What follows belongs to an exercise in optimizing a design on an open flow for small area; a production flow would make more cautious choices.
Function was checked by simulation only, so behaviour that the tests miss may differ from the original.
Power figures rest on the tool's default switching activity, not on a simulated workload.

--- design/flow/design.v ---
module lrm_core (
    input  wire        clk,
    input  wire        rst,
    input  wire        cell_in,
    input  wire        arm_in,
    input  wire        sleep_in,
    input  wire [31:0] ms_now,
    input  wire        rx_valid,
    input  wire [7:0]  rx_byte,
    input  wire        tx_ready,
    output reg         rx_ack,
    output reg         tx_valid,
    output reg  [7:0]  tx_byte,
    output wire        ind_axle,
    output wire        ind_error,
    output wire        ind_status
);
    localparam [2:0] S_IDLE  = 3'b000;
    localparam [2:0] S_SLEEP = 3'b001;
    localparam [2:0] S_RDY   = 3'b010;   
    localparam [2:0] S_POFF  = 3'b011;   
    localparam [2:0] S_PON0  = 3'b100;   
    localparam [2:0] S_PON1  = 3'b101;   
    localparam [2:0] S_ERR0  = 3'b110;   
    localparam [2:0] S_ERR1  = 3'b111;   
    localparam [3:0] M_ECHO  = 4'h0;
    localparam [3:0] M_AXLE  = 4'h1;
    localparam [3:0] M_ERR   = 4'h2;
    localparam [3:0] M_OK    = 4'h3;
    localparam [3:0] M_NOK   = 4'h4;
    localparam [3:0] M_ON    = 4'h5;
    localparam [3:0] M_OFF   = 4'h6;
    localparam [3:0] M_RERR  = 4'h7;
    localparam [3:0] M_LEN   = 4'h8;
    localparam [3:0] M_START = 4'h9;
    localparam [3:0] M_STOP  = 4'hA;
    reg [2:0]  st;
    reg [2:0]  lenk;         
    reg [3:0]  thr_on, thr_off;
    reg [1:0]  thr_err;
    reg [31:0] mbuf;         
    reg [5:0]  msum;
    reg [12:0] on_dur;
    reg [31:0] off_dur;
    reg [31:0] T;            
    reg [29:0] D;            
    reg [15:0] axle_cnt, pb_cnt;
    reg        pb_zero;      
    reg        busy, esc;
    reg [3:0]  ty, pos;
    wire armed   = st[2] | st[1];
    wire started = st[0] & armed;
    wire w_off   = ~st[2] & st[1];
    wire w_on    = st[2] & ~st[1];
    wire w_err   = st[2] & st[1];
    assign ind_status = armed;
    assign ind_axle   = st[2];
    assign ind_error  = w_err;
    reg        evicted;
    always @(*) begin
        case (lenk)
            3'd1:    evicted = mbuf[1];
            3'd2:    evicted = mbuf[3];
            3'd3:    evicted = mbuf[7];
            3'd4:    evicted = mbuf[15];
            default: evicted = mbuf[31];
        endcase
    end
    function ge_k13(input [12:0] x, input [12:0] k);
        integer i;
        reg g;
        begin
            g = 1'b1;
            for (i = 0; i < 13; i = i + 1)
                g = k[i] ? (x[i] & g) : (x[i] | g);
            ge_k13 = g;
        end
    endfunction
    wire        s_up = cell_in & ~evicted;
    wire        s_dn = ~cell_in & evicted;
    wire [6:0]  s_t;
    wire [5:0]  nsum;
    assign s_t[0] = s_up | s_dn;
    genvar gi;
    generate for (gi = 0; gi < 6; gi = gi + 1) begin : g_sum
        assign nsum[gi]   = msum[gi] ^ s_t[gi];
        assign s_t[gi+1]  = s_t[gi] & (msum[gi] ^ s_dn);
    end endgenerate
    wire [32:0] off_c;
    wire [31:0] n_off;
    assign off_c[0] = 1'b1;
    generate for (gi = 0; gi < 32; gi = gi + 1) begin : g_off
        assign n_off[gi]   = off_dur[gi] ^ off_c[gi];
        assign off_c[gi+1] = off_dur[gi] & off_c[gi];
    end endgenerate
    wire [13:0] on_c;
    wire [12:0] n_on;
    assign on_c[0] = 1'b1;
    generate for (gi = 0; gi < 13; gi = gi + 1) begin : g_on
        assign n_on[gi]   = on_dur[gi] ^ on_c[gi];
        assign on_c[gi+1] = on_dur[gi] & on_c[gi];
    end endgenerate
    wire [6:0]  len = 7'd1 << lenk;
    wire [6:0]  a_c;
    wire [6:0]  a_s;
    assign a_c[0] = 1'b0;
    generate for (gi = 0; gi < 6; gi = gi + 1) begin : g_on_add
        wire tb = (gi < 4) ? thr_on[gi] : 1'b0;
        assign a_s[gi]   = nsum[gi] ^ tb ^ a_c[gi];
        assign a_c[gi+1] = (nsum[gi] & tb) | (a_c[gi] & (nsum[gi] ^ tb));
    end endgenerate
    assign a_s[6] = a_c[6];
    reg ev_on;
    always @(*) begin
        case (lenk)
            3'd1:    ev_on = (|a_s[6:2]) | (a_s[1] & a_s[0]);
            3'd2:    ev_on = (|a_s[6:3]) | (a_s[2] & |a_s[1:0]);
            3'd3:    ev_on = (|a_s[6:4]) | (a_s[3] & |a_s[2:0]);
            3'd4:    ev_on = (|a_s[6:5]) | (a_s[4] & |a_s[3:0]);
            default: ev_on = a_s[6] | (a_s[5] & |a_s[4:0]);
        endcase
    end
    wire ev_stop = ((|off_dur[31:13]) | ge_k13(off_dur[12:0], 13'd6000)) & ~off_c[32];
    wire [4:0] x_b;
    assign x_b[0] = 1'b0;
    generate for (gi = 0; gi < 4; gi = gi + 1) begin : g_lt
        assign x_b[gi+1] = (~nsum[gi] & thr_off[gi]) | (x_b[gi] & ~(nsum[gi] ^ thr_off[gi]));
    end endgenerate
    wire ev_axle = ~nsum[5] & ~nsum[4] & x_b[4];
    reg ev_err;
    always @(*) begin
        case (thr_err)
            2'd0:    ev_err = 1'b1;
            2'd1:    ev_err = ge_k13(on_dur, 13'd2000);
            2'd2:    ev_err = ge_k13(on_dur, 13'd4000);
            default: ev_err = ge_k13(on_dur, 13'd6000);
        endcase
    end
    wire ev_rec  = nsum == 6'd0;
    wire [32:0] m_c, m_b;
    wire [31:0] m_s;
    assign m_c[0] = 1'b0;
    assign m_b[0] = 1'b0;
    generate for (gi = 0; gi < 32; gi = gi + 1) begin : g_mid
        assign m_s[gi]   = T[gi] ^ ms_now[gi] ^ m_c[gi];
        assign m_c[gi+1] = (T[gi] & ms_now[gi]) | (m_c[gi] & (T[gi] ^ ms_now[gi]));
        assign m_b[gi+1] = (~ms_now[gi] & T[gi]) | (m_b[gi] & ~(ms_now[gi] ^ T[gi]));
    end endgenerate
    wire [31:0] mid = {m_c[32] ^ m_b[32], m_s[31:1]};
    wire [16:0] ac_c, pc_c;
    wire [15:0] n_ac, n_pc;
    assign ac_c[0] = 1'b1;
    assign pc_c[0] = 1'b1;
    generate for (gi = 0; gi < 16; gi = gi + 1) begin : g_cnt
        assign n_ac[gi]   = axle_cnt[gi] ^ ac_c[gi];
        assign ac_c[gi+1] = axle_cnt[gi] & ac_c[gi];
        assign n_pc[gi]   = pb_cnt[gi] ^ pc_c[gi];
        assign pc_c[gi+1] = pb_cnt[gi] & pc_c[gi];
    end endgenerate
    wire [7:0] b = rx_byte;
    wire [7:0] half = 8'd1 << (lenk - 3'd1);
    reg  [3:0] cmd_ty;
    reg        set_err, set_off, set_on, set_len;
    reg  [2:0] new_lenk;
    always @(*) begin
        set_err = 1'b0; set_off = 1'b0; set_on = 1'b0; set_len = 1'b0;
        new_lenk = b[2:0] + 3'd6;         
        if (b >= 8'hF0) begin
            cmd_ty = M_ECHO;
        end else if (b >= 8'd61 && b <= 8'd64) begin
            cmd_ty = M_OK; set_err = 1'b1;
        end else if (b >= 8'd40 && b <= 8'd59) begin
            if ((b - 8'd40) < half) begin
                cmd_ty = M_OK; set_off = 1'b1;
            end else
                cmd_ty = M_NOK;
        end else if (b >= 8'd20 && b <= 8'd39) begin
            if ((b - 8'd20) < half) begin
                cmd_ty = M_OK; set_on = 1'b1;
            end else
                cmd_ty = M_NOK;
        end else if (b >= 8'd11 && b <= 8'd15) begin
            if ({4'd0, thr_on}  < (8'd1 << (b - 8'd11)) &&
                {4'd0, thr_off} < (8'd1 << (b - 8'd11))) begin
                cmd_ty = M_OK; set_len = 1'b1;
            end else
                cmd_ty = M_NOK;
        end else if (b == 8'd1) cmd_ty = M_LEN;
        else if (b == 8'd2) cmd_ty = M_ON;
        else if (b == 8'd3) cmd_ty = M_OFF;
        else if (b == 8'd4) cmd_ty = M_RERR;
        else cmd_ty = M_NOK;
    end
    reg [2:0] n_st;
    reg       stage;
    reg [3:0] n_ty;
    reg       cmd_exec;
    reg       ld_t_ms, ld_t_mid, ld_t_on, ld_d_off, ld_d_b;
    reg       inc_axle, first_axle, set_pz;
    always @(*) begin
        n_st = st;
        stage = 1'b0;
        n_ty = M_STOP;
        cmd_exec = 1'b0;
        ld_t_ms = 1'b0; ld_t_mid = 1'b0; ld_t_on = 1'b0;
        ld_d_off = 1'b0; ld_d_b = 1'b0;
        inc_axle = 1'b0; first_axle = 1'b0; set_pz = 1'b0;
        rx_ack = rx_valid & (st != S_SLEEP);
        case (st)
            S_IDLE: begin
                if (rx_valid) begin
                    cmd_exec = 1'b1;
                    stage = 1'b1;
                    n_ty = cmd_ty;
                    ld_d_b = 1'b1;
                end
                if (arm_in) begin
                    n_st = S_RDY;
                    set_pz = 1'b1;
                end else if (sleep_in)
                    n_st = S_SLEEP;
            end
            S_SLEEP: begin
                if (!sleep_in) n_st = S_IDLE;
            end
            default: begin
                if (st == S_RDY) ld_t_ms = 1'b1;
                if (!arm_in) begin
                    if (started) stage = 1'b1;
                    n_st = S_IDLE;
                end else begin
                    case (st)
                        S_RDY: if (ev_on) n_st = S_PON0;
                        S_POFF: begin
                            if (ev_on) n_st = S_PON1;
                            else if (ev_stop) begin
                                stage = 1'b1;
                                n_st = S_RDY;
                            end
                        end
                        S_PON0, S_PON1: begin
                            if (ev_axle) begin
                                inc_axle = 1'b1;
                                stage = 1'b1;
                                ld_d_off = 1'b1;
                                n_st = S_POFF;
                                if (!st[0]) begin
                                    first_axle = 1'b1;
                                    ld_t_mid = 1'b1;
                                    n_ty = M_START;
                                end else begin
                                    ld_t_on = 1'b1;
                                    n_ty = M_AXLE;
                                end
                            end else if (ev_err) begin
                                stage = 1'b1;
                                ld_d_off = 1'b1;
                                n_ty = M_ERR;
                                n_st = {2'b11, st[0]};
                            end
                        end
                        default: begin   
                            if (ev_rec) n_st = {2'b01, st[0]};
                        end
                    endcase
                end
            end
        endcase
    end
    wire [3:0] ty_c   = stage ? n_ty : ty;
    wire       busy_c = stage | busy;
    wire [3:0] pos_c  = stage ? 4'd0 : pos;
    wire       esc_c  = stage ? 1'b0 : esc;
    reg [7:0] rval;
    always @(*) begin
        case (ty_c)
            M_LEN:   rval = {1'b0, len};
            M_ON:    rval = {4'd0, thr_on};
            M_OFF:   rval = {4'd0, thr_off};
            M_RERR:  rval = {6'd0, thr_err};
            default: rval = D[7:0];
        endcase
    end
    reg [7:0] pb;
    reg [3:0] last;
    always @(*) begin
        case (ty_c)
            M_AXLE:  last = 4'd6;
            M_ERR:   last = 4'd6;
            M_START: last = 4'd7;
            M_STOP:  last = 4'd5;
            default: last = 4'd2;
        endcase
        pb = 8'h00;
        case (pos_c[2:0])
            3'd1: pb = (ty_c == M_ECHO) ? 8'hF1 : {4'd0, ty_c};
            3'd2: pb = (ty_c == M_AXLE) ? T[7:0] :
                       (ty_c == M_START || ty_c == M_STOP) ? pb_cnt[7:0] : rval;
            3'd3: pb = (ty_c == M_START || ty_c == M_STOP) ? pb_cnt[15:8] : D[7:0];
            3'd4: pb = (ty_c == M_START) ? T[7:0] :
                       (ty_c == M_STOP) ? axle_cnt[7:0] : D[15:8];
            3'd5: pb = (ty_c == M_START) ? T[15:8] :
                       (ty_c == M_STOP) ? axle_cnt[15:8] : D[23:16];
            3'd6: pb = (ty_c == M_START) ? T[23:16] : {2'b00, D[29:24]};
            3'd7: pb = T[31:24];
            default: pb = 8'h00;
        endcase
    end
    wire special = (pb[7:2] == 6'b011111) && (pb[1:0] != 2'b11);
    reg       n_busy, n_esc;
    reg [3:0] n_pos;
    always @(*) begin
        n_busy = busy_c;
        n_esc = esc_c;
        n_pos = pos_c;
        tx_valid = busy_c & tx_ready & (n_st != S_SLEEP);
        if (pos_c == 4'd0)
            tx_byte = 8'h7C;
        else if (pos_c[3])
            tx_byte = 8'h7D;
        else if (special && !esc_c)
            tx_byte = 8'h7E;
        else
            tx_byte = pb;
        if (tx_valid) begin
            if (pos_c == 4'd0) begin
                n_pos = 4'd1;
            end else if (pos_c[3]) begin
                n_busy = 1'b0;
            end else if (special && !esc_c) begin
                n_esc = 1'b1;
            end else begin
                n_esc = 1'b0;
                if (pos_c == last)
                    n_pos = 4'd8;
                else if (ty_c == M_ERR && pos_c == 4'd1)
                    n_pos = 4'd3;
                else
                    n_pos = pos_c + 4'd1;
            end
        end
    end
    always @(posedge clk) begin
        if (rst) begin
            st      <= S_IDLE;
            lenk    <= 3'd2;
            thr_on  <= 4'd1;
            thr_off <= 4'd1;
            thr_err <= 2'd3;
            busy    <= 1'b0;
        end else begin
            st   <= n_st;
            busy <= n_busy;
            if (cmd_exec && set_err) thr_err <= b[1:0] - 2'd1;    
            if (cmd_exec && set_off) thr_off <= b[3:0] - 4'd8;    
            if (cmd_exec && set_on)  thr_on  <= b[3:0] - 4'd4;    
            if (cmd_exec && set_len) lenk    <= new_lenk;
        end
    end
    always @(posedge clk) begin
        mbuf    <= armed ? {mbuf[30:0], cell_in} : 32'd0;
        msum    <= armed ? nsum : 6'd0;
        on_dur  <= w_on ? n_on : 13'd0;
        if (!armed)
            off_dur <= 32'd0;
        else if (w_off)
            off_dur <= n_off;
        else if (w_on && ev_axle)
            off_dur <= 32'd0;
        if (ld_t_ms)
            T <= ms_now;
        else if (ld_t_mid)
            T <= mid;
        else if (ld_t_on)
            T[7:0] <= n_on[9:2];
        if (ld_d_off)
            D <= off_dur[31:2];
        else if (ld_d_b)
            D[7:0] <= rx_byte;
        if (inc_axle)
            axle_cnt <= first_axle ? 16'd1 : n_ac;
        if (first_axle) begin
            pb_cnt  <= pb_zero ? 16'd1 : n_pc;
            pb_zero <= 1'b0;
        end else if (set_pz)
            pb_zero <= 1'b1;
        ty  <= ty_c;
        pos <= n_pos;
        esc <= n_esc;
    end
endmodule
--- design/flow/run.sh ---
#!/bin/bash
# synth_recipe.tcl (not shown) runs the flow's synth.tcl, then flattens the netlist and writes it again
# the make line also repeats each setting of config.mk as NAME=value (left out here)
make -C /OpenROAD-flow-scripts/flow DESIGN_CONFIG=/design/flow/config.mk WORK_HOME=/design/flow/orfs CLKGATE_MAP_FILE= SYNTH_SCRIPT=/design/flow/synth_recipe.tcl finish
--- design/flow/config.mk ---
export PLATFORM = sky130hd
export DESIGN_NAME = lrm_core
export DESIGN_NICKNAME = lrm_core
export VERILOG_FILES = /design/flow/design.v
export SDC_FILE = /design/flow/constraint.sdc
export NUM_CORES = 4
export LEC_CHECK = 0
export CAP_MARGIN = 20
export CORE_MARGIN = 2
export CORE_UTILIZATION = 40
export SLEW_MARGIN = 20
--- design/flow/constraint.sdc ---
create_clock -name core_clock -period 30.0 [get_ports {clk}]
set_input_delay 6.0000 -clock core_clock [delete_from_list [all_inputs] [get_ports {clk}]]
set_output_delay 6.0000 -clock core_clock [all_outputs]
set_load 0.01 [all_outputs]
==> notes.md <==
==> flip-flops by register name, indices dropped and copies added (netlist names), 6 cells and up <==
name	flops
mbuf	32
on_dur	13
off_dur	32
axle_cnt	16
T	32
D	30
pb_cnt	16
msum	6
==> cells by family (layout without fill, tap and decap cells) <==
kind of cell    after synthesis  in the layout  synth area share
compound gates              325            325             0.182
xor+xnor                     20             20            0.0138
fa+ha+maj                   188            188             0.197
buf+inv                     136            196            0.0428
flops                       204            204             0.379
mux                          38             38            0.0305
simple gates                389            389             0.155
==> synthesized netlist by cell type, types with 9 or more instances <==
master / n
a211o_1: 11
buf_2: 9
ha_1: 154
a22o_1: 33
nor2b_1: 42
a211oi_1: 9
inv_1: 78
and3_1: 14
nand2_1: 107
nand2b_1: 12
nor3_1: 20
dfxtp_1: 110
clkbuf_1: 34
fa_1: 34
o21a_1: 18
mux2i_1: 31
nand3_1: 27
and2_1: 51
o211ai_1: 12
nor2_1: 58
edfxtp_1: 94
a21oi_1: 41
a31oi_1: 20
o21ai_0: 68
xnor2_1: 13
==> per-stage QoR <==
step | cells | setup slack (ns) | hold WS (ns) | cell area, µm² | total power [µW]
after global placement | 1759 | 10.24 | 0.405 | 14200 | 452
after global routing | 1802 | 9.41 | 0.442 | 15100 | 786
after CTS | 1802 | 10.00 | 0.425 | 15100 | 758
final | 1802 | 9.94 | 0.422 | 15100 | 752
after detailed placement | 1759 | 10.05 | 0.411 | 14200 | 454
after floorplan | 1300 | 11.64 | 0.397 | 13300 | 406
==> power by group through the flow <==
| stage | Clock [µW] | Sequential (µW) | Combinational, µW |
|---|---|---|---|
| finish | 303 | 310 | 139 |
| floorplan | 0 | 311 | 94.8 |
| CTS | 310 | 310 | 138 |
| detailed placement | 0 | 316 | 138 |
| global placement | 0 | 316 | 136 |
| global route | 321 | 311 | 155 |
==> worst max-delay path by stage <==
stage | start | end | slack, ns | depth (start not counted)
4_1_cts | cell_in | tx_byte[0] | 10.00 | 31
2_1_floorplan | ms_now[0] | T[31]$_DFFE_PP_ | 11.64 | 37
3_5_place_dp | cell_in | tx_byte[0] | 10.05 | 31
6_report | cell_in | tx_byte[0] | 9.94 | 31
5_1_grt | cell_in | tx_byte[2] | 9.41 | 30
3_3_place_gp | cell_in | tx_byte[0] | 10.24 | 31
==> cell type report <==
type,count,area share
repair buffers,70,0.0447
clock buffers,35,0.0482
well taps,442,0.0367
clock inverters,8,0.00623
flip-flops and latches,204,0.333
inverters,83,0.0207
multi-input cells,960,0.510
==> per-layer routing <==
metal  global-route usage  part of all wire
met5                    0                 0
met4               0.0561             0.027
met3               0.0280             0.047
met2                0.333              0.45
met1                0.288              0.47
==> impl_metrics.csv <==
group,metric,value,unit
run_status,status,"no timing/DRC/antenna violations",
finish,final_common_cell,"ha_1",
critical_path,crit_family,"compound AO/OA/AOI/OAI gates",
critical_path,required,24.00,ns
sta,worst_pin_slew,0.991,ns
finish,fin_util,0.462,
critical_path,cpMaxStageDelayCell,"o21ai_4",
sta,max_freq,49.8,MHz
pwr,clkPwrFrac,0.403,
clock_tree,cts.repair.resized,0,
critical_path,worstSetupPathType,"in2out",
critical_path,r2r_end,"T[31]$_DFFE_PP_",
synthesis,synth_top_area_share,0.213,
pwr,seqPwrFrac,0.412,
run,drv_cap,0,
die,io_pins,60,
clock_tree,cts_setup_buffers,0,
synthesis,synth_nets,1535,
die,num_rows,66,
critical_path,r2r-start,"T[0]$_DFFE_PP_",
synthesis,synth_top_area_cell,"edfxtp_1",
critical_path,worstPathMaxFanout,19,
detailed_routing,routed_wl,35.2,mm
die,start_util,0.406,
pwr,peakVddDrop,43.2,µV
clock_tree,cts_buffers,24,
critical_path,path_buf_inv,7,
clock_tree,cts.sinks,204,
clock_tree,clock_path_buffers,3,
detailed_routing,drtAntennaViolNets,0,
synthesis,ys_warn_count,1,
global_routing,overflow,0,
detailed_routing,drc_errors,0,
pwr,p_per_area,49.9,nW/µm²
finish,final_cell_mix,"ha_1 (154), dfxtp_1 (110), nand2_1 (107)",
synthesis,yosysSeqAreaShare,0.379,
sta,fin_crit_sh,0.669,
sta,tns,0,ns
sta,relSlewSlack,0.339,
finish,drive_above_1_share,0.0728,
min_path,holdCritStartpoint,"mbuf[2]$_SDFF_PP0_",
critical_path,critPathMaxStageDelay,0.53,ns
synthesis,synth_edf_count,94,
detailed_routing,drt_pass1_iterations,5,
finish,num_antenna_cells,0,
global_routing,gr-usage-all-layers,0.206,
sta,hold_violations,0,
pwr,p_sw,209,µW
critical_path,ff2ff_setup_slack,16.44,ns
global_routing,grt_antenna_before_repair,0,
synthesis,syn_inst,1300,
place,dp_hpwl,26.8,mm
synthesis,netlist_area,13300,µm²
place,globalplace.congestion,0.994,
pwr,internal_power,543,µW
sta,maxSlewViolCount,0,
die,coreArea,32600,µm²
die,die_y,186,µm
detailed_routing,routed_via_density,5.60,
min_path,hold_depth,1,
clock_tree,clk_pin_slew,0.06,ns
die,die-area,34600,µm²
min_path,hold_path_class,"reg2reg",
sta,rsz0062_at_grt,"false",
finish,multi_input_area,7690,µm²
detailed_routing,via_count,10100,
pwr,p_sw_frac,0.278,
clock_tree,root_buffer,"clkbuf_16",
synthesis,syn_area_per_cell,10.2,µm²
clock_tree,postCtsHoldBufs,0,
synthesis,synth.area.top_cells,"edfxtp_1 (21%), dfxtp_1 (17%), ha_1 (15%), fa_1 (5.1%), nand2_1 (3.0%)",
detailed_routing,drtIter0Drc,750,
sta,clock-skew-final,0.0314,ns
finish,n_fill_cell,3066,
min_path,whs_endpoint,"mbuf[3]$_SDFF_PP0_",
global_routing,grt_pass1_vias,9970,
finish,seqCellArea,5020,µm²
sta,final-setup-viol-count,0,
critical_path,worst_ep_arrival_time,14.06,ns
critical_path,rr_worst_depth,38,
clock_tree,clkLatencyLatePin,0.54,ns
pwr,p_comb_frac,0.185,
die,die_x,186,µm
pwr,total_leakage_power,0.00606,µW
synthesis,synth_seq_cells,204,
finish,fin_nets,1578,
clock_tree,htreeDepth,1,
synthesis,dominantRegCellSynth,"dfxtp_1",
detailed_routing,routedWlPerCell,19.5,µm
synthesis,async_flop_share,0,
clock_tree,cts_tree,"yes",
finish,syn2layout_area_growth,13.7,%
critical_path,crit_path_start_kind,"input pin",
sta,period_minus_slack,20.06,ns
critical_path,end_kind,"output pin",
place,port_buffers,59,
synthesis,synth_cell_types,99,
global_routing,grt_max_degree,50,
global_routing,grt_pass1_wl,55.5,mm

[port drivers added, routing unchanged]
No port has a modelled driver above. Below, the same layout with a new extraction and two added sets of constraints.
Step 1 assumes that a clkbuf_16 drives the clock port and a buf_2 every other input.
Step 2 also shifts input and output timing later by t, the mid clock arrival at the registers, as if the neighbouring blocks saw the same clock.
Slacks: ideal ports / drivers / drivers and shift; pairs: ideal ports / drivers.
t, ns: 0.570
setup slack, ns: 9.940 / 9.918 / 9.918
worst hold slack (ns): 0.422 / 0.422 / 0.422
After both steps this run still meets setup and hold. For this run, drivers alone change the setup slack by -0.022 ns; drivers and shift together by -0.022 ns.
